Context: an optimization exercise on an open-source flow, tuned for a short achievable clock period and few clock cycles. The choices shown serve that exercise and are no tape-out recipe. Only simulation tests tie the RTL to the original design; equivalence was not proved. Power and IR drop assume default switching activity.

==> wip/amber: inputs <==
==> flow/design.v (excerpt) <==
module anc_decoder (
    input  wire        clk,
    input  wire        rst,
    input  wire        in_valid,
    output wire        in_ready,
    input  wire [31:0] in_data,
    input  wire        in_last,
    output reg         out_valid,
    output reg  [2:0]  out_kind,
    output reg  [31:0] out_data,
    output reg  [2:0]  out_nbytes,
    output reg  [3:0]  out_bad
);
Settings: LEC_CHECK=0, ABC_CLOCK_PERIOD_IN_PS=2500, CAP_MARGIN=20, CORE_MARGIN=2, CORE_UTILIZATION=55, CTS_CLUSTER_DIAMETER=50, CTS_CLUSTER_SIZE=16, SLEW_MARGIN=20, TNS_END_PERCENT=100; clock period 8.0 ns.
standard.sh (not shown) runs the stock make flow with config.mk's settings and CLKGATE_MAP_FILE= SYNTH_SCRIPT=/design/flow/synth_recipe.tcl, a recipe that flattens the netlist after the stock synthesis.
==> flow/flow/run.sh <==
#!/bin/bash
set -euo pipefail
bash standard.sh SETUP_SLACK_MARGIN=5.6 finish > flow_make.log 2>&1
==> inputs of wip/fjord, as changes to wip/amber <==
--- a/flow/design.v
+++ b/flow/design.v
@@ -13,15 +13,15 @@
 );
     localparam [2:0] K_PHDR = 3'd1,
                      K_MHDR = 3'd2,
                      K_MID  = 3'd3,
                      K_UDW  = 3'd4,
                      K_MEND = 3'd5,
                      K_PEND = 3'd6;
-    localparam integer ROWS  = 5;
+    localparam integer ROWS  = 6;
     localparam integer DEPTH = 4 * ROWS;
     localparam integer THR   = DEPTH - 3 * 4;
     localparam integer EW = 42;
     integer i, j, m;
     reg         rst_r;
     always @(posedge clk)
         rst_r <= rst;
Settings changed: CORE_UTILIZATION 55 to 65, CTS_CLUSTER_DIAMETER 50 to 60, CTS_CLUSTER_SIZE 16 to 20.
==> inputs of wip/delta, as changes to wip/amber <==
Settings changed: CORE_UTILIZATION 55 to 50, CTS_CLUSTER_DIAMETER 50 to not set, CTS_CLUSTER_SIZE 16 to not set.
==> run summary <==
In wip/amber the maximum frequency is higher than in wip/delta, by 0.51%. In wip/amber the cell count is smaller than in wip/delta, by about 2.2%. Between wip/delta and wip/fjord, the lower core utilization is in wip/delta (gap 15 points). Wire length, highest first: wip/fjord, wip/amber, wip/delta. Non-clock buffer count: wip/delta < wip/fjord < wip/amber. Between wip/delta and wip/amber, the lower sequential share of layout area is in wip/delta (gap 0.56 points). Total power: wip/delta > wip/fjord > wip/amber. In clock skew, wip/amber and wip/delta hardly differ. Sequential power is about the same in wip/delta and wip/amber. Critical path depth is the same in wip/delta and wip/amber. The lowest first-iteration DRC count belongs to wip/amber, the highest to wip/fjord.
Testbench counts of wip/amber, summed over its fixed seeds: cycles 19,953.
Testbench counts of wip/fjord, summed over its fixed seeds: cycles 19,926.
Testbench counts of wip/delta, summed over its fixed seeds: cycles 19,953.

* * *

==> inputs of v29 <==
anc_decoder with an RTL version that a note above also has.
Settings: LEC_CHECK=0, ABC_CLOCK_PERIOD_IN_PS=2500, CAP_MARGIN=20, CORE_MARGIN=2, CORE_UTILIZATION=55, CTS_CLUSTER_DIAMETER=60, CTS_CLUSTER_SIZE=20, SLEW_MARGIN=20, TNS_END_PERCENT=100; clock period 8.0 ns.
Scripts as last shown in full above: flow/flow/run.sh
==> v10: changes against v29 <==
--- a/flow/design.v
+++ b/flow/design.v
@@ -15,11 +15,11 @@
                      K_MHDR = 3'd2,
                      K_MID  = 3'd3,
                      K_UDW  = 3'd4,
                      K_MEND = 3'd5,
                      K_PEND = 3'd6;
-    localparam integer ROWS  = 6;
+    localparam integer ROWS  = 5;
     localparam integer DEPTH = 4 * ROWS;
     localparam integer THR   = DEPTH - 3 * 4;
     localparam integer EW = 42;
     integer i, j, m;
     reg         rst_r;
--- a/flow/config.mk
+++ b/flow/config.mk
@@ -6,10 +6,8 @@
 export NUM_CORES = 4
 export LEC_CHECK = 0
 export ABC_CLOCK_PERIOD_IN_PS = 2500
 export CAP_MARGIN = 20
 export CORE_MARGIN = 2
-export CORE_UTILIZATION = 55
-export CTS_CLUSTER_DIAMETER = 60
-export CTS_CLUSTER_SIZE = 20
+export CORE_UTILIZATION = 65
 export SLEW_MARGIN = 20
 export TNS_END_PERCENT = 100
==> v16: changes against v29 <==
--- a/flow/design.v
+++ b/flow/design.v
@@ -15,11 +15,11 @@
                      K_MHDR = 3'd2,
                      K_MID  = 3'd3,
                      K_UDW  = 3'd4,
                      K_MEND = 3'd5,
                      K_PEND = 3'd6;
-    localparam integer ROWS  = 6;
+    localparam integer ROWS  = 5;
     localparam integer DEPTH = 4 * ROWS;
     localparam integer THR   = DEPTH - 3 * 4;
     localparam integer EW = 42;
     integer i, j, m;
     reg         rst_r;
==> summary of the runs <==
v29 passed the timing, DRC and antenna checks. v10 passed the timing, DRC and antenna checks. v16 produced a clean layout. The lowest wire length belongs to v10, the highest to v29. Utilization, highest first: v10, v16, v29. In critical path depth, v10 and v16 do not differ. Final cell count: v29 > v16 > v10. Non-clock buffer count: v16 < v29 < v10.
==> figures <==
Minimum clock period after layout: v16 2778 ps; v29 2825 ps; v10 2825 ps
Psw: v16 3.487 mW; v29 3.816 mW; v10 3.624 mW
Outcome: v16 complete, no violations; v29 complete, no violations; v10 complete, no violations
Buffers inserted by post-CTS timing repair: v16 49; v29 46; v10 60
Number of enable flip-flop cells after synthesis: v16 947; v29 1,115; v10 947
Seq Cell Count: v16 1,750; v29 1,935; v10 1,750
First-pass GRT wire length: v16 265,100 um; v29 295,900 um; v10 262,100 um
Maximum number of pins on one net before global-route repair: v16 72; v29 93; v10 100
Non-clock buffer total of the final layout: v16 207; v29 209; v10 230
M1 GR Usage: v16 43.36%; v29 42.68%; v10 48.42%
Utilization after layout: v16 61.99%; v29 61.88%; v10 74.71%
Internal Dissipation: v16 12.84 mW; v29 14.45 mW; v10 14.14 mW
Testbench counts of v29, summed over its fixed seeds: cycles 19,926.
Testbench counts of v10, summed over its fixed seeds: cycles 19,953.
Testbench counts of v16, summed over its fixed seeds: cycles 19,953.

## static timing again, ports no longer ideal
In the flow no input, the clock included, has a driving cell. The finished layouts below were timed again as built, in two steps.
Step 1, drivers: a clkbuf_16 drives clk and a buf_2 each remaining input, both assumed.
Step 2 moves the port delays by t, midway between the first and last clock arrival at a register: inputs arrive t later, outputs are due t later. That takes back most of the time a late clock gives input paths.
Slacks: ideal / step 1 / step 2; pairs: ideal / step 1.
run | t, ns | slack for setup (ns) | pins driven straight from the clock port
wip/amber | 0.839 | 5.194 / 5.113 / 5.417 | 1
wip/fjord | 0.815 | 5.208 / 5.137 / 5.448 | 1
wip/delta | 0.849 | 5.179 / 5.106 / 5.351 | 1
v29 | 0.853 | 5.175 / 5.096 / 5.504 | 1
v10 | 0.853 | 5.175 / 5.101 / 5.326 | 1
v16 | 0.805 | 5.222 / 5.143 / 5.409 | 1
After both steps every run listed still meets setup and hold.
